Background: an optimization exercise with open tools, aiming at small area, a short achievable clock period and few clock cycles per item. Do not read the settings as production practice.
The RTL of this run was laid out without a check of its function.

File: flow/config.mk
export PLATFORM = sky130hd
export DESIGN_NAME = hrd_spim_engine
export DESIGN_NICKNAME = hrd_spim_engine
export VERILOG_FILES = /design/flow/design.v
export SDC_FILE = /design/flow/constraint.sdc
export NUM_CORES = 4
export LEC_CHECK = 0
export CAP_MARGIN = 20
export CORE_MARGIN = 2
export CORE_UTILIZATION = 40
export SLEW_MARGIN = 20
File: flow/constraint.sdc
create_clock -name core_clock -period 22.0 [get_ports {clk}]
set_input_delay 4.4000 -clock core_clock [delete_from_list [all_inputs] [get_ports {clk}]]
set_output_delay 4.4000 -clock core_clock [all_outputs]
set_load 0.01 [all_outputs]
File: flow/design.v
module hrd_spim_engine (
    input  wire        clk,
    input  wire        rst,
    input  wire        cmd_valid,
    output wire        cmd_ready,
    input  wire [1:0]  cmd_op,
    input  wire [63:0] cmd_word,
    input  wire [7:0]  cmd_chip,
    input  wire [15:0] cmd_cols,
    input  wire        cmd_drop,
    output wire        rsp_valid,
    input  wire        rsp_ready,
    output wire [45:0] rsp_time,
    output wire [15:0] rsp_col,
    output wire [9:0]  rsp_x,
    output wire        rsp_bin,
    output wire        rsp_oor,
    output wire        rsp_badchip,
    output wire        rsp_wrap,
    output wire        rsp_zero
);
    localparam [1:0] OP_START = 2'd0;
    localparam [1:0] OP_LINE  = 2'd1;
    localparam [1:0] OP_EVENT = 2'd2;
    localparam [46:0] R_TU = 47'd53687091200000;
    localparam [2:0] S_IDLE = 3'd0;
    localparam [2:0] S_DIV  = 3'd1;
    localparam [2:0] S_FIX  = 3'd2;
    localparam [2:0] S_RESP = 3'd3;
    localparam [2:0] S_EXEC = 3'd4;
    reg [2:0] state;
    reg [1:0]  c_op;
    reg [63:0] c_word;
    reg [7:0]  c_chip;
    reg [15:0] c_cols;
    reg        c_drop;
    reg [45:0] edge_ph;    
    reg [45:0] ref_ph;     
    reg [45:0] iv;         
    reg        wrapped;    
    reg [45:0] r_time;
    reg [15:0] r_col;
    reg [9:0]  r_x;
    reg        r_bin;
    reg        r_oor;
    reg        r_badchip;
    reg        r_wrap;
    reg        r_zero;
    reg [63:0] div_quo;    
    reg [46:0] div_rem;
    reg [6:0]  div_cnt;
    reg        div_neg;
    reg [15:0] ev_cols;
    reg        ev_drop;
    wire [34:0] tdc_coarse = c_word[43:9];
    wire [3:0]  tdc_fine   = c_word[8:5];
    wire [46:0] tdc_sum    = 47'd6250 * {14'd0, tdc_coarse[32:0]} + 47'd520 * {43'd0, tdc_fine};
    wire [46:0] tdc_phase  = (tdc_sum >= R_TU) ? tdc_sum - R_TU : tdc_sum;
    wire signed [47:0] line_diff = $signed({2'b00, tdc_phase[45:0]}) - $signed({2'b00, edge_ph});
    wire               line_wrap = line_diff < 0;
    wire        [47:0] line_iv   = line_wrap ? line_diff + {1'b0, R_TU} : line_diff;
    wire [7:0]  pix_dcol  = {c_word[59:53], 1'b0};
    wire [7:0]  pix_x0    = pix_dcol + {7'd0, c_word[46]};
    wire [13:0] pix_toa   = c_word[43:30];
    wire [3:0]  pix_ftoa  = c_word[19:16];
    wire [15:0] pix_spidr = c_word[15:0];
    wire [33:0] pix_ticks = {pix_spidr, pix_toa, ~pix_ftoa};
    wire [45:0] pix_t     = {12'd0, pix_ticks} * 46'd3125;
    wire        pix_bad   = c_chip > 8'd3;
    reg [9:0] pix_x;
    always @(*) begin
        case (c_chip[1:0])
            2'd0:    pix_x = 10'd255  - {2'b00, pix_x0};
            2'd1:    pix_x = 10'd1020 - {2'b00, pix_x0};
            2'd2:    pix_x = 10'd765  - {2'b00, pix_x0};
            default: pix_x = 10'd510  - {2'b00, pix_x0};
        endcase
    end
    wire [46:0]        ev_ts   = (wrapped && pix_t < ref_ph) ? {1'b0, pix_t} + R_TU : {1'b0, pix_t};
    wire signed [47:0] ev_d    = $signed({1'b0, ev_ts}) - $signed({2'b00, ref_ph});
    wire signed [64:0] ev_prod = ev_d * $signed({1'b0, c_cols});
    wire               ev_neg  = ev_prod < 0;
    wire [63:0]        ev_mag  = ev_neg ? -ev_prod[63:0] : ev_prod[63:0];
    wire [46:0] div_sh   = {div_rem[45:0], div_quo[63]};
    wire        div_ge   = div_sh >= {1'b0, iv};
    wire [46:0] div_next = div_ge ? div_sh - {1'b0, iv} : div_sh;
    wire signed [65:0] col_q    = $signed({2'b00, div_quo});
    wire signed [65:0] col_fl   = div_neg ? -col_q - ((div_rem != 0) ? 66'sd1 : 66'sd0) : col_q;
    wire               col_low  = col_fl < 0;
    wire               col_high = col_fl >= $signed({50'd0, ev_cols});
    assign cmd_ready = (state == S_IDLE);
    assign rsp_valid = (state == S_RESP);
    always @(posedge clk) begin
        if (rst) begin
            state     <= S_IDLE;
            c_op      <= 2'd0;
            c_word    <= 64'd0;
            c_chip    <= 8'd0;
            c_cols    <= 16'd0;
            c_drop    <= 1'b0;
            edge_ph   <= 46'd0;
            ref_ph    <= 46'd0;
            iv        <= 46'd0;
            wrapped   <= 1'b0;
            r_time    <= 46'd0;
            r_col     <= 16'd0;
            r_x       <= 10'd0;
            r_bin     <= 1'b0;
            r_oor     <= 1'b0;
            r_badchip <= 1'b0;
            r_wrap    <= 1'b0;
            r_zero    <= 1'b0;
            div_quo   <= 64'd0;
            div_rem   <= 47'd0;
            div_cnt   <= 7'd0;
            div_neg   <= 1'b0;
            ev_cols   <= 16'd0;
            ev_drop   <= 1'b0;
        end else begin
            case (state)
                S_IDLE: begin
                    if (cmd_valid) begin
                        c_op   <= cmd_op;
                        c_word <= cmd_word;
                        c_chip <= cmd_chip;
                        c_cols <= cmd_cols;
                        c_drop <= cmd_drop;
                        state  <= S_EXEC;
                    end
                end
                S_EXEC: begin
                    begin
                        r_time    <= 46'd0;
                        r_col     <= 16'd0;
                        r_x       <= 10'd0;
                        r_bin     <= 1'b0;
                        r_oor     <= 1'b0;
                        r_badchip <= 1'b0;
                        r_wrap    <= 1'b0;
                        r_zero    <= 1'b0;
                        case (c_op)
                            OP_START: begin
                                edge_ph <= tdc_phase[45:0];
                                r_time  <= tdc_phase[45:0];
                                state   <= S_RESP;
                            end
                            OP_LINE: begin
                                ref_ph  <= edge_ph;
                                edge_ph <= tdc_phase[45:0];
                                iv      <= line_iv[45:0];
                                wrapped <= line_wrap;
                                r_time  <= tdc_phase[45:0];
                                r_wrap  <= line_wrap;
                                r_zero  <= (line_iv == 48'd0);
                                state   <= S_RESP;
                            end
                            OP_EVENT: begin
                                if (pix_bad) begin
                                    r_badchip <= 1'b1;
                                    state     <= S_RESP;
                                end else begin
                                    r_x    <= pix_x;
                                    r_time <= pix_t;
                                    if (iv == 46'd0) begin
                                        r_oor <= 1'b1;
                                        state <= S_RESP;
                                    end else begin
                                        div_quo <= ev_mag;
                                        div_rem <= 47'd0;
                                        div_cnt <= 7'd64;
                                        div_neg <= ev_neg;
                                        ev_cols <= c_cols;
                                        ev_drop <= c_drop;
                                        state   <= S_DIV;
                                    end
                                end
                            end
                            default: state <= S_RESP;
                        endcase
                    end
                end
                S_DIV: begin
                    div_rem <= div_next;
                    div_quo <= {div_quo[62:0], div_ge};
                    div_cnt <= div_cnt - 7'd1;
                    if (div_cnt == 7'd1)
                        state <= S_FIX;
                end
                S_FIX: begin
                    if (col_low || col_high) begin
                        r_oor <= 1'b1;
                        r_bin <= !ev_drop;
                        r_col <= col_low ? 16'd0 : ev_cols - 16'd1;
                    end else begin
                        r_bin <= 1'b1;
                        r_col <= col_fl[15:0];
                    end
                    state <= S_RESP;
                end
                S_RESP: begin
                    if (rsp_ready)
                        state <= S_IDLE;
                end
            endcase
        end
    end
    assign rsp_time    = r_time;
    assign rsp_col     = r_col;
    assign rsp_x       = r_x;
    assign rsp_bin     = r_bin;
    assign rsp_oor     = r_oor;
    assign rsp_badchip = r_badchip;
    assign rsp_wrap    = r_wrap;
    assign rsp_zero    = r_zero;
endmodule
File: flow/run.sh
#!/bin/bash
# synth_recipe.tcl (not shown) runs the flow's synth.tcl, then flattens the netlist and writes it again
# the make line also repeats each setting of config.mk as NAME=value (left out here)
make -C /OpenROAD-flow-scripts/flow DESIGN_CONFIG=/design/flow/config.mk WORK_HOME=/design/flow/orfs CLKGATE_MAP_FILE= SYNTH_SCRIPT=/design/flow/synth_recipe.tcl finish
==> run summary <==
==> sequential cells by signal, indices dropped and copies added, names as in the netlist, 2 cells and up <==
signal   flops
iv          45
c_op         2
state        3
div_quo     64
c_word      52
c_chip       8
edge_ph     45
ref_ph      45
c_cols      16
div_cnt      7
ev_cols     16
r_col       16
r_x         10
r_time      46
div_rem     47
==> layout make-up <==
type / instances / area, sq um / area share
multi-input cells: 6857 / 57950 / 0.7228
diodes: 2 / 5.005 / 0.00006243
repair buffers: 278 / 2527 / 0.03153
clock inverters: 28 / 478.0 / 0.005962
flip-flops and latches: 431 / 8643 / 0.1078
clock buffers: 75 / 1593 / 0.01987
well taps: 2464 / 3083 / 0.03846
inverters: 1569 / 5889 / 0.07347
==> placed cells by master (no fill, tap or decap), types with 149 or more instances in the layout <==
master	n
o21ai_0	293
a21oi_1	671
xnor2_1	249
clkdlybuf4s50_1	160
nand2_1	1170
and2_1	350
nor3_1	149
nand3_1	152
ha_1	697
fa_1	932
a21o_1	227
dfxtp_1	419
inv_1	1567
nor2_1	422
==> worst reg2reg max path: cells and delay by family, from the launching register on <==
| family | cells | cell delay, ns |
|---|---|---|
| xor gates and xnor gates | 4 | 1.42 |
| DFF | 1 | 0.33 |
| adders and majority gates | 15 | 6.36 |
| and+or+nand+nor | 13 | 3.71 |
| AOI/OAI and AO/OA | 19 | 6.10 |
| buffers and inverters | 10 | 1.73 |
==> worst paths after layout <==
check	startpoint	to	cells past startpoint
worst min register to register	c_cols[5]	c_cols[5]	2
worst min-delay path	c_cols[5]	c_cols[5]	2
worst max register to register	c_word[16]	div_quo[48]	61
worst max-delay path	c_word[16]	div_quo[48]	61
==> per-layer routing <==
layer | track usage | routed length [microns] | vias to the layer above
li1 | - | - | 30460
met1 | 0.3327 | 103900 | 32290
met2 | 0.4463 | 116600 | 2015
met3 | 0.03149 | 13750 | 474
met4 | 0.1387 | 15650 | 0
met5 | 0 | 0 | -
==> cells by family (layout without fill, tap and decap cells) <==
kind of cell	count (synthesis)	count (layout)	share of synthesized area
compound gates	1997	1997	0.1776
xor+xnor	387	387	0.04597
fa+ha+maj	1629	1629	0.3705
buf+inv	1971	1950	0.1009
flops	431	431	0.1168
mux	49	49	0.006705
other cells	0	2	0
simple gates	2795	2795	0.1815
==> run summary <==
CP max FO=19; cell taking the most area after synthesis=fa_1; CTS Hold Buffers Added=0; global-route usage over all layers=0.2652; Slew Viols, Final=0; Root Buffer Master=clkbuf_16; Ys Warns=1; Tmin final=19.74 ns; Die Area=between 150000 and 200000 sq um; register-to-register setup slack=2.26 ns; count leader, synth=inv_1; port bufs=161; initial antenna violation count=3; Crit Path Category=reg2reg; Post-Syn Area=between 70000 and 80000 sq um; Tightest Pin Transition=around 1.2 ns; max_cap viols=0; WL final=249900 microns; Finished Cell Area=80160 sq um; Area contributors post-synth=fa_1, ha_1, dfxtp_1; Buf/Inv on CP=10; setup bufs post-CTS=0; Vias=65230; CP delay by family, top=adder cells; period utilization=0.8975; unrepaired setup endpoints after global routing=no; placed cells=around 12000; CTS Buf Count=56; Final nets=~11000; clock-pin slew on the worst setup and hold paths=0.06 ns; global placement routability congestion=between 0.9 and 1; Min Hold Slack=0.4516 ns; largest net degree at the start of global routing=177; status=finished clean; I/O Pins=approximately 170; HPWL reported at the end of detailed placement=about 200000 microns; number of H-tree levels=2; die span in y=433.8 microns; Final Util=0.4374; routed len/inst=21.35 microns; CP max stage delay=between 0.8 and 0.9 ns; Starting Density=0.4032; dpl ws=2.697 ns; Worst-Skew Late Latency=between 0.7 and 0.8 ns; first-pass GRT wire length=~390000 microns; Core Region=around 180000 sq um; Layout area overhead=8.481%; post-CTS sizing=0; initial DRC count=between 4000 and 5000; Worst path slowest cell=xnor2_1; Yosys top cell area share=0.2525; Post-Syn Area per Cell=between 7 and 8 sq um; Max Clock Freq=50.65 MHz; Syn Nets=10980; Seq/Total Area, Yosys=0.1168; number of hold violations in the final report=0; first-pass detailed-route iteration total=6; Synth top cells by count=inv_1, nand2_1, fa_1, ha_1, a21oi_1; vias per cell=~5.6; global route total overflow=0; drc violations=0; FF+latch count, synth=around 430; CTS Sinks=between 400 and 500; Worst EP arrival=20.31 ns; antenna-violating nets left=0; total negative slack=0 ns; Crit. End Element=flop; Placed Area=roughly 78000 sq um; Non-Filler Instances=~12000; CTS max path bufs=3; count of different cell masters after synthesis=roughly 120; Setup-failing EPs final=0; Die X=around 430 microns; required time worst endpoint=~23 ns; Cell Rows=roughly 160; final worst slack=about 2.3 ns; ys flop type=dfxtp_1; relative slew slack=0.2227; filler instances=approximately 18000; HP Class=reg2reg; share of layout cells above drive strength 1=0.03800; nature of the critical path startpoint=flop; final clock skew=between 0.05 and 0.06 ns; Synth Instances=9259; number of global-route vias before repair=66190; TritonCTS clock tree=yes; Post-synth EDFFs=0; Async SR Flop Fraction=0

==> static timing again, ports no longer ideal <==
In the flow no input, the clock included, has a driving cell. The finished layout below was timed again as built, in two steps. Step 1: set_driving_cell puts a clkbuf_16 on clk and a buf_2 on each other input, an assumption about the parent block. Step 2 also shifts input and output timing later by t, the mid clock arrival at the registers, as if the neighbouring blocks saw the same clock. a / b / c = no drivers / after step 1 / after step 2; a / b = the first two.
t (ns): 0.803
setup WS [ns]: 2.255 / 2.255 / 2.255
worst hold slack (ns): 0.452 / 0.452 / 0.452
worst setup path at the end: register to register
cell pins on the clock port's net: 1
After both steps setup and hold are still met in this run. The setup slack of this run moves by 0.000 ns with the drivers and by 0.000 ns with both steps.
